From an optimization exercise on the open Yosys and OpenROAD flow, aimed at small area, a short achievable clock period and few clock cycles per item; shortcuts taken in it are not production practice. At most, simulation tests tie the RTL to the original design; equivalence was not proved. Power and IR drop assume default switching activity.

// hacodec
module hacodec (
    input  wire       clk,
    input  wire       rst,
    input  wire       in_valid,
    output wire       in_ready,
    input  wire [7:0] in_data,
    input  wire       in_last,
    output wire       out_valid,
    input  wire       out_ready,
    output wire [7:0] out_data,
    output wire       out_last
);
For scale: about 1300 cells after synthesis, roughly 230 flip-flops, ~24 I/O pins.
export LEC_CHECK = 0
export ABC_CLOCK_PERIOD_IN_PS = 4000
export CAP_MARGIN = 20
export CORE_MARGIN = 2
export CORE_UTILIZATION = 40
export CTS_CLUSTER_DIAMETER = 100
export CTS_CLUSTER_SIZE = 20
export SETUP_SLACK_MARGIN = 5
export SLEW_MARGIN = 20
create_clock -name core_clock -period 10.0 [get_ports {clk}]
standard.sh (not shown) runs the stock make flow with config.mk's settings and CLKGATE_MAP_FILE= SYNTH_SCRIPT=/design/flow/synth_recipe.tcl, a recipe that flattens the netlist after the stock synthesis.
==> flow/flow/run.sh <==
#!/bin/bash
set -euo pipefail
bash standard.sh SYNTH_SCRIPT="$PWD/flow/synth_abc.tcl" SETUP_SLACK_MARGIN=6 MATCH_CELL_FOOTPRINT=0 \
  "BUFFER_PORTS_ARGS=-buffer_cell sky130_fd_sc_hd__buf_4" finish > flow_standard.log 2>&1
==> flow/flow/abc_area_nf.script <==
strash
ifraig
scorr
dc2
strash
&get -n
&dch -f
&nf
&put
==> flow/flow/synth_abc.tcl <==
# synth_recipe.tcl (the standard synthesis) with one change: the technology mapping of the
# combinational logic uses flow/abc_area_nf.script (an area-oriented ABC script)
# instead of ORFS's abc_speed.script. Flip-flops are mapped before ABC and are not touched.
set ::abc_area_script [file join [file dirname [file normalize [info script]]] abc_area_nf.script]
proc synth {args} { yosys synth -nofsm -noshare {*}$args }
proc abc {args} {
  set i [lsearch -exact $args -script]
  if {$i >= 0 && [string match *abc_speed.script [lindex $args [expr {$i + 1}]]]} {
    set args [lreplace $args $i [expr {$i + 1}] -script $::abc_area_script]
  }
  yosys abc {*}$args
}
source $::env(SCRIPTS_DIR)/synth.tcl
# left out here: clear keep_hierarchy, flatten, clean up, hide names made inside functions, write 1_2_yosys.v
Testbench counts at the start, summed over its fixed seeds: cycles 248,529, requests 32,000.
==> next run, changes <==
--- a/flow/design.v
+++ b/flow/design.v
@@ -286,25 +286,18 @@
     wire [3:0] bp0 = first ? ((ih == 3'd3) ? 4'd0 : i_get ? 4'd2 : 4'd1)
                            : (o_enc ? 4'd2 : 4'd1);
     wire       i_frb = fbin & (i_fparse | i_fread);
     wire        hg   = ~tx & first & ~fbin & ~rok;
     wire        h0   = hd | hg | hbg;
     wire [7:0]  ha   = hd ? S[0] : F[1];
     wire [7:0]  hb   = hf ? F[2] : S[1];
     wire [15:0] hx   = {S[8], S[9]};
-    wire [14:0] ha1  = {hx[11:0], 3'd0};
-    wire [14:0] ha2  = {hx[13:0], 1'b0};
-    wire [14:0] ha3  = {11'd0, (hc == 2'd2) ? hb[7:4] : hb[3:0]};
-    wire [14:0] hs   = ha1 ^ ha2 ^ ha3;
-    wire [14:0] hcy  = {(ha1[13:0] & ha2[13:0]) | (ha1[13:0] & ha3[13:0]) | (ha2[13:0] & ha3[13:0]), 1'b0};
-    wire [8:0]  hlo  = {1'b0, hs[7:0]} + {1'b0, hcy[7:0]};
-    wire [6:0]  hhi0 = hs[14:8] + hcy[14:8];
-    wire [6:0]  hhi1 = hs[14:8] + hcy[14:8] + 7'd1;
-    wire [15:0] hn   = {1'b0, hlo[8] ? hhi1 : hhi0, hlo[7:0]};
+    wire [15:0] hn   = {hx[12:0], 3'd0} + {hx[14:0], 1'b0} +
+                       {12'd0, (hc == 2'd2) ? hb[7:4] : hb[3:0]};
     wire [15:0] rv   = (o_get & fbin) ? {F[1], F[2]} : hx;
     wire        rhi  = opl[2] ? (wp == 4'd2) : (wp == 4'd1);
     wire [7:0]  rb   = rhi ? rv[15:8] : rv[7:0];
     wire       xsf = (g3 & ~(fbin & (wp == 4'd1 | wp == 4'd2))) | o_get;
     reg  [7:0] xs;
     always @(*) begin
         case (wp)
             4'd1:    xs = S[0];
Synthesized cell count went up by about 0.9%.
Design area went up by about 0.7%.
Power went up by about 5.6%.
Global-route usage went down by 0.17 points.
Routed wire length went down by 1.8%.
Via count went down by 0.63%.
Final cell count went up by about 0.8%.
Worst hold slack gets worse by 0.0030 ns.
Die area went down by 0.31%.
First-iteration DRC count went up by about 14%.
Sequential share of layout area went down by 0.28 points.
Testbench counts after the change, summed over its fixed seeds: cycles 248,529, requests 32,000.

---

Another version of the RTL of hacodec (not shown whole).
Size: about 24 I/O pins, roughly 0.015 mm² of cells after synthesis.
export LEC_CHECK = 0
export ABC_CLOCK_PERIOD_IN_PS = 4000
export CAP_MARGIN = 20
export CORE_MARGIN = 2
export CORE_UTILIZATION = 40
export SETUP_SLACK_MARGIN = 5
export SLEW_MARGIN = 20
create_clock -name core_clock -period 10.0 [get_ports {clk}]
==> flow/flow/run.sh <==
#!/bin/bash
set -euo pipefail
bash standard.sh SETUP_SLACK_MARGIN=7 MATCH_CELL_FOOTPRINT=0 \
  "BUFFER_PORTS_ARGS=-buffer_cell sky130_fd_sc_hd__buf_4" finish > flow_standard.log 2>&1
Testbench counts at the start, summed over its fixed seeds: cycles 248,807, requests 32,000.
Next try:
--- a/flow/design.v
+++ b/flow/design.v
@@ -154,18 +154,14 @@
     reg        opf0;                   
     reg        bad, oe, eq39;
     reg [3:0]  nlen;
     reg        nfb;
     reg        cpend;                  
     reg        wst;                    
     reg [1:0]  hc;                     
-    reg        hf;                     
-    reg        rok;                    
-    reg        hd;                     
-    reg        hbg;                    
     reg [2:0]  dc;                     
     wire [7:0] F [0:9];
     wire [7:0] S [0:9];
     genvar g;
     generate for (g = 0; g < 10; g = g + 1) begin : bytes
         assign F[g] = Fv[8*g +: 8];
         assign S[g] = Sv[8*g +: 8];
@@ -282,37 +278,25 @@
         if (i_tsget)            rl_1 = 4'd6;
         if (i_v16get | (ih == 3'd7)) rl_1 = 4'd2;
     end
     wire [3:0] rl = first ? rl_1 : rl_n;
     wire [3:0] bp0 = first ? ((ih == 3'd3) ? 4'd0 : i_get ? 4'd2 : 4'd1)
                            : (o_enc ? 4'd2 : 4'd1);
     wire       i_frb = fbin & (i_fparse | i_fread);
-    wire        hg   = ~tx & first & in_valid & (ih == 3'd4) & il[2] & il[0] & ~fbin & ~rok;
-    wire        h0   = hd | hg | hbg;
-    wire [7:0]  ha   = hd ? S[0] : F[1];
-    wire [7:0]  hb   = hf ? F[2] : S[1];
+    wire [7:0]  ha   = first ? F[1] : S[0];
+    wire [7:0]  hb   = g3 | ~opl[2] ? S[1] : F[2];
     wire [15:0] hx   = {S[8], S[9]};
     wire [15:0] hn   = {hx[12:0], 3'd0} + {hx[14:0], 1'b0} +
                        {12'd0, (hc == 2'd2) ? hb[7:4] : hb[3:0]};
+    wire        h0   = ~tx & (first | (o_dec2 & wp == 4'd1));
     wire [15:0] rv   = (o_get & fbin) ? {F[1], F[2]} : hx;
     wire        rhi  = opl[2] ? (wp == 4'd2) : (wp == 4'd1);
     wire [7:0]  rb   = rhi ? rv[15:8] : rv[7:0];
     wire       xsf = (g3 & ~(fbin & (wp == 4'd1 | wp == 4'd2))) | o_get;
-    reg  [7:0] xs;
-    always @(*) begin
-        case (wp)
-            4'd1:    xs = S[0];
-            4'd3:    xs = S[3];
-            4'd4:    xs = S[4];
-            4'd5:    xs = S[5];
-            4'd6:    xs = S[6];
-            default: xs = S[2];
-        endcase
-    end
-    wire [7:0] xn  = xsf ? F[wp] : xs;
+    wire [7:0] xn  = xsf ? F[wp] : S[(g3 & wp == 4'd1) ? 4'd0 : wp];
     wire [7:0] Y  = sd ? S[0] : X;
     wire [7:0] dX = bdec(Y);
     wire [7:0] eX = benc(Y);
     reg [7:0] nb;                      
     always @(*) begin
         case (oph)
             3'd0: nb = opl[0] ? eX : dX;
@@ -334,15 +318,15 @@
     wire [15:0] d2 = dstep(d1[15:8], d1[7:0]);
     wire acc  = in_valid & ~tx;
     wire last = acc & in_last;
     wire dgo  = acc & (first ? i_frb : o_enc & (wp == 4'd2));
     wire dact = (dc != 3'd0);
     wire [2:0] dc_n = dgo ? 3'd4 : first & acc ? 3'd0 : dact ? dc - 3'd1 : 3'd0;
     wire [1:0] hc_n = h0 ? 2'd2 : (hc != 2'd0) ? hc - 2'd1 : 2'd0;
-    wire hwait = first ? hg : o_dec2 & (hc_n != 2'd0);
+    wire hwait = first ? ((ih == 3'd4) & il[2] & il[0] & ~fbin) : o_dec2 & (hc_n != 2'd0);
     wire [3:0] wi = (o_enc & wp == 4'd1) ? 4'd2 : (o_enc & wp == 4'd2) ? 4'd0 : wp;
     integer k;
     always @(posedge clk) begin
         for (k = 0; k < 10; k = k + 1)
             if (~tx & ~first & ~hdr & (wi == k))
                 Sv[8*k +: 8] <= in_data;
         if (dact)
@@ -356,35 +340,23 @@
         if (rst) begin
             tx    <= 1'b0;
             rdy   <= 1'b1;
             ov    <= 1'b0;
             hp    <= 2'd0;
             dc    <= 3'd0;
             hc    <= 2'd0;
-            hd    <= 1'b0;
-            hbg   <= 1'b0;
-            rok   <= 1'b0;
             cpend <= 1'b0;
             wst   <= 1'b0;
             flen  <= 4'd0;
             fbin  <= 1'b0;
             fatal <= 1'b0;
             err   <= 3'd0;
         end else begin
             dc <= dc_n;
             hc <= hc_n;
-            hbg <= tx & ~o_dec2 & ~o_get & ~cpend & ~rok & ~fbin & (hc_n == 2'd0) &
-                   ~(hf & (hc == 2'd1));
-            if (acc) hd <= ~first & o_dec2 & (wp == 4'd0) & ~in_last;
-            if (h0) hf <= ~hd;
-            if ((cpend & (od[2:0] == 3'd0)) | h0 |
-                (~tx & ~first & ~hdr & (wi[3:1] == 3'd4)))
-                rok <= 1'b0;
-            else if (hf & (hc == 2'd1))
-                rok <= 1'b1;
             wst   <= 1'b0;
             cpend <= 1'b0;
             if (wst) begin
                 if (od[2:0] != 3'd7) err <= od[2:0];
                 if (od[2:0] == 3'd1) fatal <= 1'b1;
             end
             if (cpend & (od[2:0] == 3'd0)) begin
@@ -416,17 +388,15 @@
                     if (s_fl) nlen <= in_data[3:0];
                     if (s_9)  nlen <= in_data[3:0] + 4'd1;
                 end
             end
             if (last) begin
                 tx  <= 1'b1;
                 rdy <= 1'b0;
-                ov  <= first ? ~(i_frb | hg)
-                             : ~(o_enc & wp == 4'd2) & (dc[2:1] == 2'd0) &
-                               ~(o_dec2 & (wp == 4'd1 | hc[1]));
+                ov  <= (dc_n == 3'd0) & ~hwait;
                 rem <= {4'd0, rl};
                 wp  <= bp0;
                 sd  <= 1'b1;
                 wst <= first ? ~i_f0 : ~opf0;
                 if (first) begin
                     cpend <= i_fclr;
                     nlen  <= 4'd0;
Power is higher by 6.6%; core utilization is lower by 0.23 points; flip-flop and latch count is lower by 4; clock-buffer cell count rose by 3; setup slack improved by 0.011 ns; combinational power rises by 30%; cell count is higher by 3.2%; synthesized cell count is higher by 4.2%; routed wire length goes up by 3.7%; final area stays flat; via count grows by 2.7%; area after synthesis climbs by 0.98%.
The RTL of the second run of this note was laid out without a check of its function.

separate check: timing with driven ports:
No port has a modelled driver above. Below, the same layouts with a new extraction and two added sets of constraints.
Step 1 assumes that a clkbuf_16 drives the clock port and a buf_2 every other input.
Step 2 moves the port delays by t, midway between the first and last clock arrival at a register: inputs arrive t later, outputs are due t later. That takes back most of the time a late clock gives input paths.
Slacks: ideal / step 1 / step 2; pairs: ideal / step 1.
run	t, ns	slack for setup (ns)	slew at the worst register clock pin (ns)	worst slew at a driven data input, ns	pins driven straight from the clock port
the first run of note 1	0.559	6.088 / 6.088 / 5.566	0.10 / 0.10	0.05	1
the second run of note 1	0.547	5.964 / 5.964 / 5.559	0.09 / 0.09	0.05	1
the first run of note 2	0.604	6.378 / 6.250 / 5.646	0.07 / 0.07	0.29	1
the second run of note 2	0.612	6.390 / 6.350 / 5.738	0.07 / 0.07	0.20	1
After both steps setup and hold are still met in every run listed. For the first run of note 2, which loses most, drivers alone change the setup slack by -0.128 ns; drivers and shift together by -0.732 ns.
